What follows belongs to an exercise in optimizing a design on an open flow for small area and few clock cycles; a production flow would make more cautious choices.
Where RTL was checked, it was by simulation tests only, not by an equivalence proof against the original.
Power is estimated from default activity; no workload was simulated.

==> cedar: inputs <==
==> flow/design.v <==
module adc16_tapcal (
    input  wire         clk,
    input  wire         rst,           
    input  wire         start,         
    input  wire [7:0]   cfg_deskew,    
    input  wire [15:0]  cfg_iter,      
    input  wire [15:0]  cfg_snaplen,   
    output wire         busy,
    output reg          done,          
    output reg          done_err,      
    output wire         ev_valid,
    input  wire         ev_ready,
    output wire [1:0]   ev_op,         
    output wire [4:0]   ev_tap,
    output wire [7:0]   ev_mask,
    input  wire         smp_valid,
    input  wire [31:0]  smp_data,
    input  wire         cap_fail,
    output reg          err_valid,
    output wire [4:0]   err_tap,
    output wire [255:0] err_count,     
    output wire [63:0]  cal_result,    
    output wire [255:0] good_map,      
    output reg          heur_slip
);
    localparam OP_SETTAP  = 2'd0;
    localparam OP_BITSLIP = 2'd1;
    localparam OP_CAPTURE = 2'd2;
    localparam S_IDLE  = 3'd0;
    localparam S_SET   = 3'd1;    
    localparam S_CAPEV = 3'd2;    
    localparam S_CAP   = 3'd3;    
    localparam S_DEC0  = 3'd4;    
    localparam S_DEC   = 3'd5;    
    localparam S_APPLY = 3'd6;    
    localparam S_PAD   = 3'd7;    
    localparam P_PROBE0  = 2'd0;
    localparam P_PROBE31 = 2'd1;
    localparam P_SWEEP   = 2'd2;
    reg [2:0]  state;
    reg [1:0]  phase;
    reg [7:0]  deskew;
    reg [15:0] itern;      
    reg [15:0] snapn;      
    reg [15:0] icnt;       
    reg [15:0] bcnt;       
    reg [4:0]  tap;        
    reg        straddle;
    reg [30:0] acc  [0:7];
    reg [7:0]  nz;         
    reg [31:0] gm   [0:7];
    assign busy = (state != S_IDLE);
    genvar g;
    wire st_set   = (state == S_SET);
    wire st_capev = (state == S_CAPEV);
    wire st_cap   = (state == S_CAP);
    wire st_dec0  = (state == S_DEC0);
    wire st_dec   = (state == S_DEC);
    wire st_apply = (state == S_APPLY);
    wire st_pad   = (state == S_PAD);
    wire start_ok = (state == S_IDLE) && start;
    wire       slip_now  = st_set && (phase == P_SWEEP) && (tap == 5'd31) && !heur_slip &&
                           (straddle || (nz != 8'hFF));
    wire [4:0] set_tap   = (phase == P_PROBE31) ? 5'd31 : tap + 5'd1;
    wire [7:0] tapflag;
    wire [4:0] res_tap [0:7];
    wire [2:0] lane = tap[2:0];
    assign ev_valid = st_set || st_capev || (st_apply && tapflag[lane]);
    assign ev_op    = st_capev ? OP_CAPTURE : (slip_now ? OP_BITSLIP : OP_SETTAP);
    assign ev_tap   = st_apply ? res_tap[lane] : set_tap;
    assign ev_mask  = st_apply ? (8'd1 << lane) : 8'hFF;
    assign err_tap  = tap;
    wire set_take = st_set && ev_ready;
    wire       beat     = st_cap && smp_valid;
    wire       capev_take = st_capev && ev_ready;
    wire       last_beat = (bcnt == 16'hFFFE);
    wire       last_iter = (icnt == 16'hFFFF);
    wire       odd      = bcnt[0] ^ snapn[0];
    wire [15:0] bt, it;
    assign bt[0] = beat;
    assign it[0] = capev_take;
    generate
        for (g = 1; g < 16; g = g + 1) begin : g_cc
            assign bt[g] = bt[g-1] & bcnt[g-1];
            assign it[g] = it[g-1] & icnt[g-1];
        end
    endgenerate
    always @(posedge clk) begin
        bcnt <= capev_take ? snapn : (bcnt ^ bt);
        icnt <= (st_set && ev_ready) ? itern : (icnt ^ it);
    end
    wire [3:0] mism;
    generate
        for (g = 0; g < 4; g = g + 1) begin : g_cmp
            assign mism[g] = (smp_data[8*g +: 8] != deskew);
        end
    endgenerate
    wire clr  = rst || (set_take && !slip_now) || st_dec0 || st_pad;
    wire pass2 = tap[4];
    wire gm_sh = err_valid || st_dec || st_pad;
    wire gm_clr = rst || start_ok;
    wire gm_a = gm_sh && !gm_clr;
    wire gm_b = !gm_sh && !gm_clr;
    generate
        for (g = 0; g < 8; g = g + 1) begin : g_lane
            wire [30:0] q = acc[g];
            wire        b0  = gm[g][0];      
            wire        b16 = gm[g][16];     
            wire        inc = beat && mism[g & 3] && (odd == (g >= 4));
            wire i0 = st_dec && !pass2 && (b0 ^ b16);
            wire i1 = st_dec && (pass2 ? b16 : (!b0 && !b16));
            wire i7 = st_dec && !pass2 && !(b0 ^ b16);
            wire i8 = st_dec && (pass2 ? b0 : (b0 && !b16));
            wire [30:0] t;      
            wire [30:0] s = q ^ t;
            assign t[0] = i0 | inc;                  
            assign t[1] = (q[0] & t[0]) | i1;
            genvar k;
            for (k = 2; k < 7; k = k + 1) begin : g_c1
                assign t[k] = q[k-1] & t[k-1];
            end
            assign t[7] = (q[6] & t[6]) | i7;        
            assign t[8] = (q[7] & t[7]) | i8;
            for (k = 9; k < 13; k = k + 1) begin : g_c2
                assign t[k] = q[k-1] & t[k-1];
            end
            wire f1le = !(s[6] || (s[5] && (s[4:0] != 5'd0)));       
            wire f2le = !(s[12] || (s[11] && (s[10:7] != 4'd0)));    
            wire x = q[20] || f1le;
            wire y = q[20] || f2le;
            wire j0 = st_dec && pass2 && (x ^ y);
            wire j1 = st_dec && pass2 && x && y;
            assign t[13] = (q[12] & t[12]) | j0;     
            assign t[14] = (q[13] & t[13]) | j1;
            for (k = 15; k < 19; k = k + 1) begin : g_c3
                assign t[k] = q[k-1] & t[k-1];
            end
            wire setA = st_dec && !pass2 && (b0 || b16);
            wire setB = st_dec && (pass2 ? !q[19] : (q[21] && b16));
            wire setS = st_dec && !pass2 && b0;
            assign t[19] = (q[18] & t[18]) | (setA && !q[19]);
            assign t[20] = (q[19] & t[19]) | (setB && !q[20]);
            assign t[21] = (q[20] & t[20]) | (setS && !q[21]);
            for (k = 22; k < 31; k = k + 1) begin : g_c4
                assign t[k] = q[k-1] & t[k-1];
            end
            always @(posedge clk) begin
                if (clr) begin
                    acc[g] <= 31'd0;
                    nz[g]  <= 1'b0;
                end else begin
                    acc[g] <= s;
                    if (inc) nz[g] <= 1'b1;
                end
            end
            wire gin = st_dec ? gm[g][0] : (err_valid && !nz[g]);
            always @(posedge clk)
                gm[g] <= ({gin, gm[g][31:1]} & {32{gm_a}}) | (gm[g] & {32{gm_b}});
            assign tapflag[g] = q[19] && !q[20];
            assign res_tap[g] = q[17:13];
            assign err_count [32*g +: 32] = {1'b0, q};
            assign good_map  [32*g +: 32] = gm[g];
            assign cal_result[8*g  +: 8]  = {q[20], q[19], 1'b0, q[17:13]};
        end
    endgenerate
    always @(posedge clk) begin
        done      <= 1'b0;
        done_err  <= 1'b0;
        err_valid <= 1'b0;
        if (rst) begin
            state     <= S_IDLE;
            heur_slip <= 1'b0;
        end else begin
            case (state)
            S_IDLE: begin
                if (start) begin
                    deskew    <= cfg_deskew;
                    itern     <= ~cfg_iter;
                    snapn     <= ~cfg_snaplen;
                    heur_slip <= 1'b0;
                    straddle  <= 1'b0;
                    phase     <= P_PROBE0;
                    tap       <= 5'd31;
                    state     <= S_SET;
                end
            end
            S_SET: begin
                if (phase == P_PROBE31 && nz != 8'hFF)
                    straddle <= 1'b1;
                if (ev_ready) begin
                    if (slip_now) begin
                        heur_slip <= 1'b1;
                    end else begin
                        tap   <= set_tap;
                        state <= S_CAPEV;
                    end
                end
            end
            S_CAPEV: begin
                if (ev_ready)
                    state <= S_CAP;
            end
            S_CAP: begin
                if (cap_fail) begin
                    state <= S_PAD;
                end else if (smp_valid) begin
                    if (last_beat) begin
                        if (!last_iter) begin
                            state <= S_CAPEV;
                        end else begin
                            case (phase)
                            P_PROBE0:  begin phase <= P_PROBE31; state <= S_SET; end
                            P_PROBE31: begin phase <= P_SWEEP;   state <= S_SET; end
                            default: begin
                                err_valid <= 1'b1;
                                state <= (tap == 5'd31) ? S_DEC0 : S_SET;
                            end
                            endcase
                        end
                    end
                end
            end
            S_DEC0: begin
                tap   <= tap + 5'd1;
                state <= S_DEC;
            end
            S_DEC: begin
                tap <= tap + 5'd1;
                if (tap == 5'd31)
                    state <= S_APPLY;
            end
            S_APPLY: begin
                if (!tapflag[lane] || ev_ready) begin
                    tap <= tap + 5'd1;
                    if (lane == 3'd7) begin
                        done  <= 1'b1;
                        state <= S_IDLE;
                    end
                end
            end
            S_PAD: begin
                tap <= tap + 5'd1;
                if (tap == 5'd31) begin
                    done     <= 1'b1;
                    done_err <= 1'b1;
                    state    <= S_IDLE;
                end
            end
            default: state <= S_IDLE;
            endcase
        end
    end
endmodule
==> flow/flow/run.sh <==
#!/bin/bash
# Layout flow: the standard flow, with two changes after the standard synthesis:
#  * every port still gets its buffer, but a sky130_fd_sc_hd__buf_1 one;
#  * the clock tree is built from clkbuf_4 cells in clusters of up to 10 sinks,
#    without dummy loads.
# Each tool's full output goes to a log file in the work folder.
set -euo pipefail
bash standard.sh synth > flow_synth.log 2>&1
export BUFFER_PORTS_ARGS="-buffer_cell sky130_fd_sc_hd__buf_1"
export CTS_ARGS="-sink_clustering_enable -repair_clock_nets -dont_use_dummy_load -buf_list sky130_fd_sc_hd__clkbuf_4 -sink_clustering_size 10 -sink_clustering_max_diameter 50"
bash standard.sh > flow_layout.log 2>&1
==> flow/standard.sh <==
#!/bin/bash
# synth_recipe.tcl (not shown) runs the flow's synth.tcl, then flattens the netlist and writes it again
# the make line also repeats each setting of config.mk as NAME=value (left out here)
make -C /OpenROAD-flow-scripts/flow DESIGN_CONFIG=/design/flow/config.mk WORK_HOME=/design/flow/orfs CLKGATE_MAP_FILE= SYNTH_SCRIPT=/design/flow/synth_recipe.tcl "${@:-finish}"
==> flow/config.mk <==
export PLATFORM = sky130hd
export DESIGN_NAME = adc16_tapcal
export DESIGN_NICKNAME = adc16_tapcal
export VERILOG_FILES = /design/flow/design.v
export SDC_FILE = /design/flow/constraint.sdc
export NUM_CORES = 4
export LEC_CHECK = 0
export CAP_MARGIN = 20
export CORE_MARGIN = 2
export CORE_UTILIZATION = 70
export SLEW_MARGIN = 20
==> flow/constraint.sdc <==
create_clock -name core_clock -period 25.0 [get_ports {clk}]
set_input_delay 5.0000 -clock core_clock [delete_from_list [all_inputs] [get_ports {clk}]]
set_output_delay 5.0000 -clock core_clock [all_outputs]
set_load 0.01 [all_outputs]
==> inputs of willow, as changes to cedar <==
--- a/flow/design.v
+++ b/flow/design.v
@@ -113,35 +113,35 @@
             wire i8 = st_dec && (pass2 ? b0 : (b0 && !b16));
             wire [30:0] t;      
             wire [30:0] s = q ^ t;
-            assign t[0] = i0 | inc;                  
+            assign t[0] = st_dec ? i0 : inc;
             assign t[1] = (q[0] & t[0]) | i1;
             genvar k;
             for (k = 2; k < 7; k = k + 1) begin : g_c1
                 assign t[k] = q[k-1] & t[k-1];
             end
-            assign t[7] = (q[6] & t[6]) | i7;        
+            assign t[7] = st_dec ? i7 : (q[6] & t[6]);
             assign t[8] = (q[7] & t[7]) | i8;
             for (k = 9; k < 13; k = k + 1) begin : g_c2
                 assign t[k] = q[k-1] & t[k-1];
             end
             wire f1le = !(s[6] || (s[5] && (s[4:0] != 5'd0)));       
             wire f2le = !(s[12] || (s[11] && (s[10:7] != 4'd0)));    
-            wire x = q[20] || f1le;
-            wire y = q[20] || f2le;
+            wire x = q[19] || f1le;
+            wire y = q[19] || f2le;
             wire j0 = st_dec && pass2 && (x ^ y);
             wire j1 = st_dec && pass2 && x && y;
-            assign t[13] = (q[12] & t[12]) | j0;     
+            assign t[13] = st_dec ? j0 : (q[12] & t[12]);
             assign t[14] = (q[13] & t[13]) | j1;
-            for (k = 15; k < 19; k = k + 1) begin : g_c3
-                assign t[k] = q[k-1] & t[k-1];
-            end
-            wire setA = st_dec && !pass2 && (b0 || b16);
-            wire setB = st_dec && (pass2 ? !q[19] : (q[21] && b16));
-            wire setS = st_dec && !pass2 && b0;
-            assign t[19] = (q[18] & t[18]) | (setA && !q[19]);
-            assign t[20] = (q[19] & t[19]) | (setB && !q[20]);
-            assign t[21] = (q[20] & t[20]) | (setS && !q[21]);
-            for (k = 22; k < 31; k = k + 1) begin : g_c4
+            for (k = 15; k < 18; k = k + 1) begin : g_c3
+                assign t[k] = q[k-1] & t[k-1];
+            end
+            wire setA = !pass2 && (b0 || b16);
+            wire setB = pass2 ? !q[18] : (q[20] && b16);
+            wire setS = !pass2 && b0;
+            assign t[18] = st_dec ? (setA && !q[18]) : (q[17] & t[17]);
+            assign t[19] = st_dec ? (setB && !q[19]) : (q[18] & t[18]);
+            assign t[20] = st_dec ? (setS && !q[20]) : (q[19] & t[19]);
+            for (k = 21; k < 31; k = k + 1) begin : g_c4
                 assign t[k] = q[k-1] & t[k-1];
             end
             always @(posedge clk) begin
@@ -156,11 +156,11 @@
             wire gin = st_dec ? gm[g][0] : (err_valid && !nz[g]);
             always @(posedge clk)
                 gm[g] <= ({gin, gm[g][31:1]} & {32{gm_a}}) | (gm[g] & {32{gm_b}});
-            assign tapflag[g] = q[19] && !q[20];
+            assign tapflag[g] = q[18] && !q[19];
             assign res_tap[g] = q[17:13];
             assign err_count [32*g +: 32] = {1'b0, q};
             assign good_map  [32*g +: 32] = gm[g];
-            assign cal_result[8*g  +: 8]  = {q[20], q[19], 1'b0, q[17:13]};
+            assign cal_result[8*g  +: 8]  = {q[19], q[18], 1'b0, q[17:13]};
         end
     endgenerate
     always @(posedge clk) begin
==> flow/run.sh (new file) <==
#!/bin/bash
# synth_recipe.tcl (not shown) runs the flow's synth.tcl, then flattens the netlist and writes it again
# the make line also repeats each setting of config.mk as NAME=value (left out here)
make -C /OpenROAD-flow-scripts/flow DESIGN_CONFIG=/design/flow/config.mk WORK_HOME=/design/flow/orfs CLKGATE_MAP_FILE= SYNTH_SCRIPT=/design/flow/synth_recipe.tcl finish
CORE_UTILIZATION = 40   (was 70)
removed: flow/flow/run.sh
removed: flow/standard.sh
==> run summary <==
item                                                                                         willow                    cedar
Outcome                                                                     complete, no violations  complete, no violations
Cell area after layout                                                                  33500 sq um              27000 sq um
Final layout net count                                                                         3098                     3059
Area of placed instances                                                                31300 sq um              26500 sq um
Die outline width                                                                            252 um                   191 um
Total chip power                                                                            2230 uW                  1700 uW
Post-detailed-placement half-perimeter wirelength                                           59.5 mm                  55.3 mm
Count of placed standard cells including taps                                                  3445                     3096
Cell count after synthesis                                                                     2184                     2161
Leading cell type in the layout, fill and taps excluded            sky130_fd_sc_hd__clkdlybuf4s50_1   sky130_fd_sc_hd__buf_1
Mux contribution to synthesized area                                                          2.47%                    2.12%
Switch share                                                                                  25.6%                    28.3%
Simple-gate area share of the yosys netlist                                                   10.6%                    11.3%
Number of antenna violations at the first check in global routing                                 3                        8
Wire length of the first global-routing pass                                                 115 mm                   105 mm
Post-synthesis sequential area ratio                                                          50.5%                    51.0%
Testbench counts of willow, summed over its fixed seeds: cycles 202,129.
No functional check of the RTL was part of cedar.

---

==> branch delta: inputs <==
adc16_tapcal, a different RTL version from the one above (not shown whole).
==> flow/config.mk <==
export PLATFORM = sky130hd
export DESIGN_NAME = adc16_tapcal
export DESIGN_NICKNAME = adc16_tapcal
export VERILOG_FILES = /design/flow/design.v
export SDC_FILE = /design/flow/constraint.sdc
export NUM_CORES = 4
export LEC_CHECK = 0
export CAP_MARGIN = 20
export CORE_MARGIN = 2
export CORE_UTILIZATION = 70
export SLEW_MARGIN = 20
==> flow/constraint.sdc <==
create_clock -name core_clock -period 25.0 [get_ports {clk}]
set_input_delay 5.0000 -clock core_clock [delete_from_list [all_inputs] [get_ports {clk}]]
set_output_delay 5.0000 -clock core_clock [all_outputs]
set_load 0.01 [all_outputs]
standard.sh (not shown) runs the stock make flow with config.mk's settings and CLKGATE_MAP_FILE= SYNTH_SCRIPT=/design/flow/synth_recipe.tcl, a recipe that flattens the netlist after the stock synthesis.
==> flow/flow/run.sh <==
#!/bin/bash
# Layout flow: the standard flow, with two changes after the standard synthesis:
#  * every port still gets its buffer, but a sky130_fd_sc_hd__buf_1 one;
#  * the clock tree is built from clkbuf_4 cells in clusters of up to 8 sinks,
#    without dummy loads.
# Each tool's full output goes to a log file in the work folder.
set -euo pipefail
bash standard.sh synth > flow_synth.log 2>&1
export BUFFER_PORTS_ARGS="-buffer_cell sky130_fd_sc_hd__buf_1"
export CTS_ARGS="-sink_clustering_enable -repair_clock_nets -dont_use_dummy_load -buf_list sky130_fd_sc_hd__clkbuf_4 -sink_clustering_size 8 -sink_clustering_max_diameter 40"
bash standard.sh > flow_layout.log 2>&1
==> inputs of branch juniper, as changes to branch delta <==
==> flow/design.v, changed modules only <==
module adc16_tapcal (
    input  wire         clk,
    input  wire         rst,           
    input  wire         start,         
    input  wire [7:0]   cfg_deskew,    
    input  wire [15:0]  cfg_iter,      
    input  wire [15:0]  cfg_snaplen,   
    output wire         busy,
    output reg          done,          
    output reg          done_err,      
    output wire         ev_valid,
    input  wire         ev_ready,
    output wire [1:0]   ev_op,         
    output wire [4:0]   ev_tap,
    output wire [7:0]   ev_mask,
    input  wire         smp_valid,
    input  wire [31:0]  smp_data,
    input  wire         cap_fail,
    output reg          err_valid,
    output wire [4:0]   err_tap,
    output wire [255:0] err_count,     
    output wire [63:0]  cal_result,    
    output wire [255:0] good_map,      
    output reg          heur_slip
);
    localparam OP_SETTAP  = 2'd0;
    localparam OP_BITSLIP = 2'd1;
    localparam OP_CAPTURE = 2'd2;
    localparam S_IDLE  = 3'd0;
    localparam S_SET   = 3'd1;    
    localparam S_CAPEV = 3'd2;    
    localparam S_CAP   = 3'd3;    
    localparam S_DEC0  = 3'd4;    
    localparam S_DEC   = 3'd5;    
    localparam S_APPLY = 3'd6;    
    localparam S_PAD   = 3'd7;    
    localparam P_PROBE0  = 2'd0;
    localparam P_PROBE31 = 2'd1;
    localparam P_SWEEP   = 2'd2;
    reg [2:0]  state;
    reg [1:0]  phase;
    reg [7:0]  deskew;
    reg [15:0] itern;      
    reg [15:0] snapn;      
    reg [15:0] icnt;       
    reg [15:0] bcnt;       
    reg [4:0]  tap;        
    reg        straddle;
    reg [30:0] acc  [0:7];
    reg [7:0]  nz;         
    reg [31:0] gm   [0:7];
    assign busy = (state != S_IDLE);
    genvar g;
    wire st_set   = (state == S_SET);
    wire st_capev = (state == S_CAPEV);
    wire st_cap   = (state == S_CAP);
    wire st_dec0  = (state == S_DEC0);
    wire st_dec   = (state == S_DEC);
    wire st_apply = (state == S_APPLY);
    wire st_pad   = (state == S_PAD);
    wire start_ok = (state == S_IDLE) && start;
    wire       slip_now  = st_set && (phase == P_SWEEP) && (tap == 5'd31) && !heur_slip &&
                           (straddle || (nz != 8'hFF));
    wire [4:0] set_tap   = (phase == P_PROBE31) ? 5'd31 : tap + 5'd1;
    wire [7:0] tapflag;
    wire [4:0] res_tap [0:7];
    wire [2:0] lane = tap[2:0];
    assign ev_valid = st_set || st_capev || (st_apply && tapflag[lane]);
    assign ev_op    = st_capev ? OP_CAPTURE : (slip_now ? OP_BITSLIP : OP_SETTAP);
    assign ev_tap   = st_apply ? res_tap[lane] : set_tap;
    assign ev_mask  = st_apply ? (8'd1 << lane) : 8'hFF;
    assign err_tap  = tap;
    wire set_take = st_set && ev_ready;
    wire       beat     = st_cap && smp_valid;
    wire       capev_take = st_capev && ev_ready;
    wire       last_beat = (bcnt == 16'hFFFE);
    wire       last_iter = (icnt == 16'hFFFF);
    wire       odd      = bcnt[0] ^ snapn[0];
    wire [15:0] bt, it;
    assign bt[0] = beat;
    assign it[0] = capev_take;
    generate
        for (g = 1; g < 16; g = g + 1) begin : g_cc
            assign bt[g] = bt[g-1] & bcnt[g-1];
            assign it[g] = it[g-1] & icnt[g-1];
        end
    endgenerate
    always @(posedge clk) begin
        bcnt <= capev_take ? snapn : (bcnt ^ bt);
        icnt <= (st_set && ev_ready) ? itern : (icnt ^ it);
    end
    wire [3:0] mism;
    generate
        for (g = 0; g < 4; g = g + 1) begin : g_cmp
            assign mism[g] = (smp_data[8*g +: 8] != deskew);
        end
    endgenerate
    wire clr  = rst || (set_take && !slip_now) || st_dec0 || st_pad;
    wire pass2 = tap[4];
    wire gm_sh = err_valid || st_dec || st_pad;
    wire gm_clr = rst || start_ok;
    wire gm_a = gm_sh && !gm_clr;
    wire gm_b = !gm_sh && !gm_clr;
    generate
        for (g = 0; g < 8; g = g + 1) begin : g_lane
            wire [30:0] q = acc[g];
            wire        b0  = gm[g][0];      
            wire        b16 = gm[g][16];     
            wire        inc = beat && mism[g & 3] && (odd == (g >= 4));
            wire i0 = st_dec && !pass2 && (b0 ^ b16);
            wire i1 = st_dec && (pass2 ? b16 : (!b0 && !b16));
            wire i7 = st_dec && !pass2 && !(b0 ^ b16);
            wire i8 = st_dec && (pass2 ? b0 : (b0 && !b16));
            wire [30:0] t;      
            wire [30:0] s = q ^ t;
            assign t[0] = st_dec ? i0 : inc;
            assign t[1] = (q[0] & t[0]) | i1;
            genvar k;
            for (k = 2; k < 7; k = k + 1) begin : g_c1
                assign t[k] = q[k-1] & t[k-1];
            end
            assign t[7] = st_dec ? i7 : (q[6] & t[6]);
            assign t[8] = (q[7] & t[7]) | i8;
            for (k = 9; k < 13; k = k + 1) begin : g_c2
                assign t[k] = q[k-1] & t[k-1];
            end
            wire f1le = !(s[6] || (s[5] && (s[4:0] != 5'd0)));       
            wire f2le = !(s[12] || (s[11] && (s[10:7] != 4'd0)));    
            wire x = q[19] || f1le;
            wire y = q[19] || f2le;
            wire j0 = st_dec && pass2 && (x ^ y);
            wire j1 = st_dec && pass2 && x && y;
            assign t[13] = st_dec ? j0 : (q[12] & t[12]);
            assign t[14] = (q[13] & t[13]) | j1;
            for (k = 15; k < 18; k = k + 1) begin : g_c3
                assign t[k] = q[k-1] & t[k-1];
            end
            wire setA = !pass2 && (b0 || b16);
            wire setB = pass2 ? !q[18] : (q[20] && b16);
            wire setS = !pass2 && b0;
            assign t[18] = st_dec ? (setA && !q[18]) : (q[17] & t[17]);
            assign t[19] = st_dec ? (setB && !q[19]) : (q[18] & t[18]);
            assign t[20] = st_dec ? (setS && !q[20]) : (q[19] & t[19]);
            for (k = 21; k < 31; k = k + 1) begin : g_c4
                assign t[k] = q[k-1] & t[k-1];
            end
            always @(posedge clk) begin
                if (clr) begin
                    acc[g] <= 31'd0;
                    nz[g]  <= 1'b0;
                end else begin
                    acc[g] <= s;
                    if (inc) nz[g] <= 1'b1;
                end
            end
            wire gin = st_dec ? gm[g][0] : (err_valid && !nz[g]);
            always @(posedge clk)
                gm[g] <= ({gin, gm[g][31:1]} & {32{gm_a}}) | (gm[g] & {32{gm_b}});
            assign tapflag[g] = q[18] && !q[19];
            assign res_tap[g] = q[17:13];
            assign err_count [32*g +: 32] = {1'b0, q};
            assign good_map  [32*g +: 32] = gm[g];
            assign cal_result[8*g  +: 8]  = {q[19], q[18], 1'b0, q[17:13]};
        end
    endgenerate
    always @(posedge clk) begin
        done      <= 1'b0;
        done_err  <= 1'b0;
        err_valid <= 1'b0;
        if (rst) begin
            state     <= S_IDLE;
            heur_slip <= 1'b0;
        end else begin
            case (state)
            S_IDLE: begin
                if (start) begin
                    deskew    <= cfg_deskew;
                    itern     <= ~cfg_iter;
                    snapn     <= ~cfg_snaplen;
                    heur_slip <= 1'b0;
                    straddle  <= 1'b0;
                    phase     <= P_PROBE0;
                    tap       <= 5'd31;
                    state     <= S_SET;
                end
            end
            S_SET: begin
                if (phase == P_PROBE31 && nz != 8'hFF)
                    straddle <= 1'b1;
                if (ev_ready) begin
                    if (slip_now) begin
                        heur_slip <= 1'b1;
                    end else begin
                        tap   <= set_tap;
                        state <= S_CAPEV;
                    end
                end
            end
            S_CAPEV: begin
                if (ev_ready)
                    state <= S_CAP;
            end
            S_CAP: begin
                if (cap_fail) begin
                    state <= S_PAD;
                end else if (smp_valid) begin
                    if (last_beat) begin
                        if (!last_iter) begin
                            state <= S_CAPEV;
                        end else begin
                            case (phase)
                            P_PROBE0:  begin phase <= P_PROBE31; state <= S_SET; end
                            P_PROBE31: begin phase <= P_SWEEP;   state <= S_SET; end
                            default: begin
                                err_valid <= 1'b1;
                                state <= (tap == 5'd31) ? S_DEC0 : S_SET;
                            end
                            endcase
                        end
                    end
                end
            end
            S_DEC0: begin
                tap   <= tap + 5'd1;
                state <= S_DEC;
            end
            S_DEC: begin
                tap <= tap + 5'd1;
                if (tap == 5'd31)
                    state <= S_APPLY;
            end
            S_APPLY: begin
                if (!tapflag[lane] || ev_ready) begin
                    tap <= tap + 5'd1;
                    if (lane == 3'd7) begin
                        done  <= 1'b1;
                        state <= S_IDLE;
                    end
                end
            end
            S_PAD: begin
                tap <= tap + 5'd1;
                if (tap == 5'd31) begin
                    done     <= 1'b1;
                    done_err <= 1'b1;
                    state    <= S_IDLE;
                end
            end
            default: state <= S_IDLE;
            endcase
        end
    end
endmodule
==> flow/flow/run.sh (replaced) <==
#!/bin/bash
# Layout flow: the standard flow, with two changes after the standard synthesis:
#  * every port still gets its buffer, but a sky130_fd_sc_hd__buf_1 one;
#  * clock tree built from clkbuf_4 cells without dummy loads.
# Each tool's full output goes to a log file in the work folder.
set -euo pipefail
bash standard.sh synth > flow_synth.log 2>&1
export BUFFER_PORTS_ARGS="-buffer_cell sky130_fd_sc_hd__buf_1"
export CTS_ARGS="-sink_clustering_enable -repair_clock_nets -dont_use_dummy_load -buf_list sky130_fd_sc_hd__clkbuf_4"
bash standard.sh > flow_layout.log 2>&1
CORE_UTILIZATION = 40   (was 70)
==> comparison table <==
|  | branch juniper | branch delta |
|---|---|---|
| Vias after detailed routing | 19000 | 19100 |
| Detailed Routing Iterations Pass 1 | 6 | 7 |
| Placement-stage worst setup slack | 10720 ps | 11370 ps |
| Switching fraction of total power | 27.5% | 28.2% |
| Routed WL per cell | 21.3 um | 23.0 um |
| TAP cells | 790 | 455 |
| Static power due to leakage | 12.6 nW | 12.1 nW |
| Syn Inst Count | 2184 | 2150 |
| Run status | timing/DRC/antenna clean | timing/DRC/antenna clean |
| Rows | 91 | 68 |
| Max Freq | 74.4 MHz | 77.7 MHz |
| Number of distinct standard cells referenced by the synthesized netlist | 60 | 65 |
| Share of cells above drive strength 1 | 8.21% | 6.16% |
| Initial drt markers | 1072 | 1520 |
| Area fraction in compound gates after synthesis | 14.0% | 13.9% |
| Clock share of power | 34.1% | 27.0% |
| Share of cell area taken by flip-flops and latches | 43.8% | 46.0% |
Testbench counts of branch delta, summed over its fixed seeds: cycles 202,129.
Testbench counts of branch juniper, summed over its fixed seeds: cycles 202,129.

==> port drivers added, routing unchanged <==
No port has a modelled driver above. Below, the same layouts with a new extraction and two added sets of constraints. Step 1: set_driving_cell puts a clkbuf_16 on clk and a buf_2 on each other input, an assumption about the parent block. Step 2 moves the port delays by t, midway between the first and last clock arrival at a register: inputs arrive t later, outputs are due t later. That takes back most of the time a late clock gives input paths. a / b / c = ideal ports / drivers / drivers and shift; a / b = the first two.
run | t, ns | setup slack, ns | cell pins on the clock port's net
cedar | 0.803 | 12.047 / 12.077 / 11.274 | 1
willow | 0.662 | 10.937 / 10.974 / 10.312 | 1
branch delta | 0.841 | 12.130 / 12.165 / 11.323 | 1
branch juniper | 0.961 | 11.564 / 11.607 / 10.646 | 1
After both steps setup and hold are still met in every run listed. The setup slack of branch juniper, which loses most, moves by +0.043 ns with the drivers and by -0.918 ns with both steps.
